This is an optimization exercise on Yosys and OpenROAD, whose aim is small area, a short achievable clock period and few clock cycles, not a production implementation. Only simulation tests tie the RTL to the original design; equivalence was not proved. Power is estimated from default activity; no workload was simulated.

$ cat flow/flow/run.sh
#!/bin/bash
# Layout flow: the standard layout (standard.sh) with two changes.
#  - The port buffers that placement inserts on every input and output are
#    buf_1 cells on the inputs and buf_2 cells on the outputs (the standard
#    flow picks clkdlybuf4s50_1 delay cells for both).
#  - Synthesis maps the logic with flow/abc.script, an area-oriented ABC
#    script, in place of ORFS's abc_speed.script. Everything else in
#    synthesis is ORFS's and the standard flow's own: the flip-flops are mapped before
#    ABC runs and ABC does not touch them.
# ORFS takes its scripts from SCRIPTS_DIR, so this runs the standard flow on
# a copy of ORFS's scripts folder that differs only in those two places.
set -e
rm -rf scripts
cp -r "$FLOW_HOME/scripts" scripts
cp flow/abc.script scripts/abc_speed.script
sed -i 's/^\( *\)buffer_ports {\*}\[env_var_or_empty BUFFER_PORTS_ARGS\]$/\1buffer_ports -inputs -buffer_cell sky130_fd_sc_hd__buf_1\n\1buffer_ports -outputs -buffer_cell sky130_fd_sc_hd__buf_2/' scripts/global_place.tcl
grep -q "buffer_ports -inputs -buffer_cell sky130_fd_sc_hd__buf_1" scripts/global_place.tcl
export SCRIPTS_DIR="$PWD/scripts"
bash standard.sh > standard.log 2>&1
$ cat flow/flow/abc.script
&get -n
&st
&dch
&nf -R 20
&put
buffer -c
topo
stime -c
upsize -c
dnsize -c
$ cat flow/standard.sh
#!/bin/bash
# synth_recipe.tcl (not shown) runs the flow's synth.tcl, then flattens the netlist and writes it again
# the make line also repeats each setting of config.mk as NAME=value (left out here)
make -C /OpenROAD-flow-scripts/flow DESIGN_CONFIG=/design/flow/config.mk WORK_HOME=/design/flow/orfs CLKGATE_MAP_FILE= SYNTH_SCRIPT=/design/flow/synth_recipe.tcl "${@:-finish}"
$ cat flow/config.mk
export PLATFORM = sky130hd
export DESIGN_NAME = pl_ramp
export DESIGN_NICKNAME = pl_ramp
export VERILOG_FILES = /design/flow/design.v
export SDC_FILE = /design/flow/constraint.sdc
export NUM_CORES = 4
export LEC_CHECK = 0
export CAP_MARGIN = 20
export CORE_MARGIN = 2
export CORE_UTILIZATION = 50
export CTS_CLUSTER_DIAMETER = 150
export CTS_CLUSTER_SIZE = 20
export SLEW_MARGIN = 20
$ cat flow/constraint.sdc
create_clock -name core_clock -period 55.0 [get_ports {clk}]
set_input_delay 11.0000 -clock core_clock [delete_from_list [all_inputs] [get_ports {clk}]]
set_output_delay 11.0000 -clock core_clock [all_outputs]
set_load 0.01 [all_outputs]
$ cat flow/design.v
module f64_round (
    input         sign,
    input  [68:0] pn,
    input  [11:0] pexp,
    input         ones,
    output [63:0] result,
    output        is_inf,
    output [62:0] trunc,
    output        up,
    output [11:0] e_round
);
    wire [11:0] e_field = pn[68] ? pexp : 12'd0;
    assign up      = pn[15] && ((|pn[14:0]) || pn[16]);
    assign trunc   = {e_field[10:0], pn[67:16]};
    assign e_round = e_field + {11'd0, up && ones};
    assign is_inf  = e_round >= 12'd2047;
    assign result = {sign, trunc + {62'd0, up}};
endmodule
module f64_mul_nat (
    input  [68:0] pn,
    input  [68:0] sg,
    input  [11:0] pexp,
    output [68:0] pn_next,
    output [68:0] sg_next,
    output [11:0] pexp_next,
    output        ones_next    
);
    wire [69:0] s  = {1'b0, pn} + {1'b0, sg};
    wire        up = s[69];
    assign pn_next   = up ? s[69:1] : s[68:0];
    assign sg_next   = up ? {1'b0, sg[68:1]} : sg;
    assign pexp_next = pexp + {11'd0, up};
    assign ones_next = up ? &s[68:17] : &s[67:16];
endmodule
module f64_add_order (
    input  [62:0] a,
    input  [62:0] b_trunc,
    input         b_up,
    input  [10:0] b_exp,
    output        a_big,
    output [5:0]  shift
);
    reg [63:0] gt, eq;
    integer i, l;
    always @* begin
        for (i = 0; i < 64; i = i + 1) begin
            gt[i] = (i < 63) ? (a[i] && !b_trunc[i]) : 1'b0;
            eq[i] = (i < 63) ? (a[i] == b_trunc[i]) : 1'b1;
        end
        for (l = 1; l < 64; l = l * 2)
            for (i = 0; i < 64; i = i + 2 * l) begin
                gt[i] = gt[i + l] || (eq[i + l] && gt[i]);
                eq[i] = eq[i + l] && eq[i];
            end
    end
    assign a_big = gt[0] || (eq[0] && !b_up);
    wire [10:0] xa = {a[62:53], a[52] | ~|a[62:52]};
    wire [10:0] xb = {b_exp[10:1], b_exp[0] | ~|b_exp};
    wire [11:0] dab = {1'b0, xa} - {1'b0, xb};
    wire [10:0] dba = xb - xa;
    wire [10:0] d   = dab[11] ? dba : dab[10:0];
    assign shift = (|d[10:6] || d[5:0] > 6'd56) ? 6'd56 : d[5:0];
endmodule
module f64_add_align (
    input  [63:0] a,
    input  [63:0] b,
    input         b_nan,
    input         b_inf,
    input         a_big,       
    input  [5:0]  ds,          
    output [56:0] sum,
    output [10:0] x_big,
    output        s_big,
    output        r_nan,       
    output        r_inf,       
    output        r_sign,
    output        sub,         
    output reg [5:0] lz        
);
    wire        sa = a[63];
    wire        sb = b[63];
    wire [10:0] ea = a[62:52];
    wire [51:0] fa = a[51:0];
    wire a_nan = (&ea) && (|fa);
    wire a_inf = (&ea) && !(|fa);
    wire [62:0] big = a_big ? a[62:0] : b[62:0];
    wire [62:0] sml = a_big ? b[62:0] : a[62:0];
    assign      sub = sa ^ sb;
    wire [10:0] eB = big[62:52];
    wire        hB = |eB;
    wire        hS = |sml[62:52];
    wire [10:0] xB = {eB[10:1], eB[0] | !hB};
    wire [52:0] mB = {hB, big[51:0]};
    wire [52:0] mS = {hS, sml[51:0]};
    wire [55:0] sml_sh = {mS, 3'b000} >> ds;
    reg  [52:0] st_mask;
    integer j;
    always @* begin
        for (j = 0; j < 53; j = j + 1)
            st_mask[j] = (j + 3 < ds);
    end
    wire        sml_st = |(mS & st_mask);
    wire [55:0] sml_al = {sml_sh[55:1], sml_sh[0] | sml_st};
    wire [57:0] sum_c = {1'b0, mB, 3'b000, 1'b1}
                      + {sub, sml_al ^ {56{sub}}, sub};
    assign sum = sum_c[57:1];
    reg  [55:0] lim;
    always @* begin
        for (j = 0; j < 56; j = j + 1)
            lim[j] = ({5'd0, xB} == 16'd56 - j);
    end
    wire [55:0] lz_in = sum[55:0] | lim;
    always @* begin
        lz = 6'd0;
        for (j = 0; j < 56; j = j + 1)
            if (lz_in[j]) lz = 6'd55 - j;
    end
    assign x_big  = xB;
    assign s_big  = a_big ? sa : sb;
    assign r_nan  = a_nan || b_nan || (a_inf && b_inf && sub);
    assign r_inf  = a_inf || b_inf;
    assign r_sign = a_inf ? sa : sb;
endmodule
module f64_add_norm (
    input  [56:0] sum,
    input  [10:0] x_big,
    input         s_big,
    input         r_nan,
    input         r_inf,
    input         r_sign,
    input         sub,
    input  [5:0]  lz,
    output [63:0] result
);
    wire        carry = sum[56];
    wire [55:0] y   = carry ? {sum[56:2], sum[1] | sum[0]} : (sum[55:0] << lz);
    wire [11:0] ex  = {1'b0, x_big} + (carry ? 12'd0 : {6'h3F, ~lz}) + 12'd1;
    wire [52:0] mant = y[55:3];
    wire        up   = y[2] && (y[1] || y[0] || y[3]);
    wire [10:0] e_fld = mant[52] ? ex[10:0] : 11'd0;
    wire [62:0] pat   = {e_fld, mant[51:0]} + {62'd0, up};
    wire        ovf   = ex >= 12'd2047;    
    wire        sign = s_big && !(sub && sum == 57'd0);
    assign result = r_nan  ? 64'h7FF8000000000000 :
                    r_inf  ? {r_sign, 11'h7FF, 52'd0} :
                    ovf    ? {sign, 11'h7FF, 52'd0} :
                             {sign, pat};
endmodule
module pl_ramp (
    input             clk,
    input             rst,
    input             seg_valid,
    output            seg_ready,
    input      [63:0] seg_value,
    input      [63:0] seg_slope,
    input      [15:0] seg_len,
    output            out_valid,
    input             out_ready,
    output     [63:0] out_data
);
    reg        busy;
    reg        last;       
    reg [15:0] cnt;        
    reg [63:0] value;
    reg        sx;
    reg        x_nan;      
    reg [68:0] pn;         
    reg [68:0] sg;
    reg [11:0] pexp;
    reg        ones;       
    reg [62:0] prod;       
    reg        p_nan;
    reg        p_inf;
    reg        a_big;      
    reg [5:0]  ds;         
    reg        v2;
    reg [56:0] sum2;
    reg [10:0] xb2;
    reg        sb2;
    reg        nan2, inf2, sgn2, sub2;
    reg [5:0]  lz2;
    reg        ov;
    reg        ov_q;       
    reg        rdy_q;      
    reg [63:0] od;
    reg        sv;
    reg [63:0] sd;
    wire [68:0] pn_next;
    wire [68:0] sg_next;
    wire [11:0] pexp_next;
    wire        ones_next;
    f64_mul_nat u_acc (
        .pn       (pn),
        .sg       (sg),
        .pexp     (pexp),
        .pn_next  (pn_next),
        .sg_next  (sg_next),
        .pexp_next(pexp_next),
        .ones_next(ones_next)
    );
    wire [63:0] prod_next;
    wire        prod_big;
    wire [62:0] prod_trunc;
    wire        prod_up;
    wire [11:0] prod_exp;
    f64_round u_round (
        .sign  (sx),
        .pn    (pn),
        .pexp  (pexp),
        .ones  (ones),
        .result(prod_next),
        .is_inf(prod_big),
        .trunc (prod_trunc),
        .up    (prod_up),
        .e_round(prod_exp)
    );
    wire       a_big_n;
    wire [5:0] ds_n;
    f64_add_order u_order (
        .a      (value[62:0]),
        .b_trunc(prod_trunc),
        .b_up   (prod_up),
        .b_exp  (prod_exp[10:0]),
        .a_big(a_big_n),
        .shift(ds_n)
    );
    wire [56:0] sum_a;
    wire [10:0] xb_a;
    wire        sb_a, nan_a, inf_a, sgn_a, sub_a;
    wire [5:0]  lz_a;
    f64_add_align u_align (
        .a     (value),
        .b     ({sx, prod}),
        .b_nan (p_nan),
        .b_inf (p_inf),
        .a_big (a_big),
        .ds    (ds),
        .sum   (sum_a),
        .x_big (xb_a),
        .s_big (sb_a),
        .r_nan (nan_a),
        .r_inf (inf_a),
        .r_sign(sgn_a),
        .sub   (sub_a),
        .lz    (lz_a)
    );
    wire [63:0] res;
    f64_add_norm u_norm (
        .sum   (sum2),
        .x_big (xb2),
        .s_big (sb2),
        .r_nan (nan2),
        .r_inf (inf2),
        .r_sign(sgn2),
        .sub   (sub2),
        .lz    (lz2),
        .result(res)
    );
    wire adv   = !sv;
    wire issue = busy && adv;
    wire take  = !busy || (last && !sv);    
    wire       s_exp_max = &seg_slope[62:52];
    wire       s_hid     = |seg_slope[62:52];
    wire out_free = !ov || out_ready;
    wire busy_n   = rst  ? 1'b0 :
                    take ? seg_valid && (seg_len != 16'd0) :
                           busy && !(issue && last);
    wire last_n   = take  ? seg_len == 16'd1 :
                    issue ? cnt == 16'd2 :
                            last;
    wire sv_n     = !rst && !out_free && (sv || v2);
    wire ov_n     = !rst && (out_free ? sv || v2 : 1'b1);
    always @(posedge clk) begin
        if (take) begin
            cnt   <= seg_len;
            value <= seg_value;
            sx    <= seg_slope[63];
            x_nan <= s_exp_max && (|seg_slope[51:0]);
            pn    <= {s_hid, seg_slope[51:0], 16'd0};
            sg    <= {s_hid, seg_slope[51:0], 16'd0};
            pexp  <= {1'b0, seg_slope[62:53], seg_slope[52] | !s_hid};
            ones  <= &seg_slope[51:0];
            prod  <= 63'd0;
            p_nan <= s_exp_max;
            p_inf <= 1'b0;
            a_big <= 1'b1;
            ds    <= 6'd0;
        end else if (issue) begin
            cnt   <= cnt - 16'd1;
            pn    <= pn_next;
            sg    <= sg_next;
            pexp  <= pexp_next;
            ones  <= ones_next;
            prod  <= prod_next[62:0];
            p_nan <= x_nan;
            p_inf <= prod_big && !x_nan;
            a_big <= a_big_n;
            ds    <= ds_n;
        end
        busy <= busy_n;
        last <= last_n;
        sv   <= sv_n;
        ov   <= ov_n;
        rdy_q <= !busy_n || (last_n && !sv_n);
        ov_q  <= ov_n;
        if (adv) begin
            sum2  <= sum_a;
            xb2   <= xb_a;
            sb2   <= sb_a;
            nan2  <= nan_a;
            inf2  <= inf_a;
            sgn2  <= sgn_a;
            sub2  <= sub_a;
            lz2   <= lz_a;
        end
        if (rst)
            v2 <= 1'b0;
        else if (adv)
            v2 <= issue;
        if (out_free)
            od <= sv ? sd : res;
        if (!sv)
            sd <= res;
    end
    assign seg_ready = rdy_q;
    assign out_valid = ov_q;
    assign out_data  = od;
endmodule
==> flow_summary_export.csv <==
group,metric,value,unit
logic_synthesis,yosysTopAreaCell,"edfxtp_1",
cts,cts_sinks,518,
timing,tns,0,ns
logic_synthesis,ys.warnings.count,3,
cts,cts-resized-gates,0,
placed_design,gp_congestion,0.9697,
power_and_ir_drop,p_leak,16.79,nW
logic_synthesis,syn-instance-count,4872,
timing,drv_slew,0,
final_layout,nNetsFinal,5308,
placed_design,placed_cells,5948,
logic_synthesis,yosysMostFrequentCell,"nand2_1",
timing,finalSetupViolCount,0,
worst_setup_path,crit_type,"reg2out",
cts,cts_buffers,29,
timing,tightestPinTransition,1.112,ns
die,dieHeight,286.6,µm
timing,timing.hold.ws,0.4468,ns
worst_setup_path,slowest_delay,0.42,ns
logic_synthesis,mappedNetlistArea,39920,µm²
logic_synthesis,synth_seq_cells,518,
logic_synthesis,ys_top_cells_by_count,"nand2_1, a21oi_1, nor2_1",
die,dieWidth,286.6,µm
worst_setup_path,path_buf_inv,1,
worst_setup_path,crit_fanout,1,
cts,cts_setup_buffers,0,
logic_synthesis,synth-edff-count,344,
cts,path_clk_slew,0.08,ns
die,io_pins,214,
cts,cts_tree,"yes",
logic_synthesis,ys_seq_area_frac,0.3460,
worst_setup_path,crit_family,"flip-flops",
power_and_ir_drop,vdd_drop_max,0.02453,mV
die,dieArea,82120,µm²
final_layout,antennaDiodeCount,0,
worst_setup_path,path_cells,"buf_2",
final_layout,finalNonFillerCells,6003,
die,fp-row-count,103,
worst_setup_path,critPathRequiredTime,44.00,ns
timing,finalHoldViolations,0,
placed_design,numPortBuffers,213,
cts,cts_buffer_depth,3,
detailed_routing,ant_nets,0,
worst_setup_path,arrival,1.20,ns
detailed_routing,drt_iter0_drc,2990,
power_and_ir_drop,power_density,47.41,nW/µm²
global_routing,grt-ovfl-total,0,
logic_synthesis,postSynthAreaPerCell,8.194,µm²
logic_synthesis,syn_nets,5250,
placed_design,post-place-ws,42.25,ns
final_layout,drive_gt1_frac,0.08096,
cts,clk_latency,0.64,ns
global_routing,antenna_found_initial,3,
worst_setup_path,critPathSlowestCell,"edfxtp_1",
power_and_ir_drop,power,2.012,mW
timing,slew_headroom,0.2585,
final_layout,area_growth,6.309,%
detailed_routing,num_vias,36320,
worst_setup_path,end_kind,"output pin",
global_routing,grt_pass1_wl,201.6,mm
final_layout,final.fill_count,7756,
cts,hold_buffers,0,
detailed_routing,drc_errors,0,
logic_synthesis,synth.top_cell.area_share,0.2588,
detailed_routing,avgRoutedWirePerCell,22.02,µm
timing,rsz0062_at_grt,"false",
min_path,hp-class,"reg2reg",
logic_synthesis,synth.distinct_cells,110,
timing,fin_worst_skew,0.01627,ns
timing,final.min_clock_period,12.20,ns
detailed_routing,first_pass_iters,6,
worst_setup_path,start_kind,"flop",
detailed_routing,vias_per_cell,6.050,
die,core,79000,µm²
timing,min_period_over_period,0.2219,
logic_synthesis,synthArstFlopShare,0,
timing,setup_ws,42.80,ns
job,cap_viol_max_count,0,
global_routing,grt_start_max_net_pins,88,
logic_synthesis,synth_area_leaders,"edfxtp_1, dfxtp_1, nand2_1",
global_routing,grt_pass1_vias,34360,
outcome,status,"complete, no violations",
cts,htreeDepth,1,
global_routing,grt_util_all_layers,0.3138,
die,initial_core_util,0.5053,
detailed_routing,wl,132.2,mm
placed_design,post-dp-hpwl,104.3,mm
timing,fmax,81.95,MHz
logic_synthesis,ys_dominant_reg_cell,"edfxtp_1",
cts,clockRootBuffer,"clkbuf_16",
## routing by layer
layer  track usage  vias to the layer above  wire, µm
met5             0                        -        33
met4        0.1342                        6      6462
met3       0.03005                      232      6653
met2        0.5282                     1114     61900
met1        0.4113                    17170     57130
li1              -                    17800         -
## through the flow
step                area [µm²]    util
global route             42440  0.5372
CTS                      42440  0.5372
detailed placement       41600  0.5266
floorplan                39920       -
global placement         41600  0.5266
finish                   42440  0.5372
## sequential cells by signal (all words and copies together) (netlist names), 6 cells and up
| name | count |
|---|---|
| sg | 69 |
| value | 64 |
| pn | 69 |
| od | 64 |
| cnt | 16 |
| ds | 6 |
| sd | 64 |
| prod | 63 |
| sum2 | 57 |
| pexp | 12 |
| lz2 | 6 |
| xb2 | 11 |
## power breakdown
| part | leakage, nW | total [mW] | switching [mW] | internal (mW) |
|---|---|---|---|---|
| Sequential | 5.11 | 0.624 | 0.0892 | 0.535 |
| Clock | 0.396 | 0.234 | 0.132 | 0.102 |
| Combinational | 11.3 | 1.15 | 0.735 | 0.419 |
## path summary, 6_finish.rpt
kind | startpoint | to | slack (ns) | depth (start not counted)
setup / recovery | od[0] | out_data[0] | 42.80 | 1
hold / removal | sd[30] | sd[30] | 0.45 | 2
setup reg to reg | pn[2] | sg[51] | 44.39 | 44
hold reg to reg | sd[30] | sd[30] | 0.45 | 2
## layout by cell type (no fill, tap or decap), types with 79 or more instances in the layout
cell / instances
dfxtp_1: 170
inv_1: 123
nor3_1: 89
edfxtp_1: 344
mux2_2: 122
nor4_1: 86
ha_1: 226
mux2i_1: 127
nand4_1: 79
a21oi_1: 505
xnor2_1: 180
nand2_1: 823
xor2_1: 120
nand3_1: 139
nor2_1: 432
o21ai_0: 411
buf_1: 147
## area by class of cell
class,instances,area (µm²),share of cell area
inverters,135,514.2,0.01212
clock inverters,1,8.758,0.0002064
well taps,1050,1314,0.03096
repair buffers,270,1308,0.03081
multi-input cells,3976,24650,0.5808
clock buffers,53,825.8,0.01946
flip-flops and latches,518,13820,0.3256
## kinds of logic after synthesis
kind of cell,synth area share
AOI/OAI and AO/OA,0.1998
xor gates and xnor gates,0.06604
DFF,0.3460
buffers and inverters,0.03918
muxes,0.06945
adders and majority gates,0.07284
and+or+nand+nor,0.2067
Testbench counts, summed over its fixed seeds: cycles 127,448.

re-timing with driven ports:
How much do the figures lean on ideal ports? The routed layout below was timed once more, with nothing changed but the port constraints.
Step 1 sets driving cells, clkbuf_16 on the clock port and buf_2 on the other inputs (assumed; they add their load-dependent delay and slew).
Step 2 also shifts input and output timing later by t, the mid clock arrival at the registers, as if the neighbouring blocks saw the same clock.
a / b / c = ideal ports / drivers / drivers and shift; a / b = the first two.
shift t [ns]: 0.698
setup WS [ns]: 42.798 / 42.727 / 42.299
hold slack, ns: 0.447 / 0.447 / 0.447
latest minus earliest clock arrival (ns): 0.017 / 0.018
After both steps setup and hold are still met in this run. For this run, drivers alone change the setup slack by -0.071 ns; drivers and shift together by -0.499 ns.
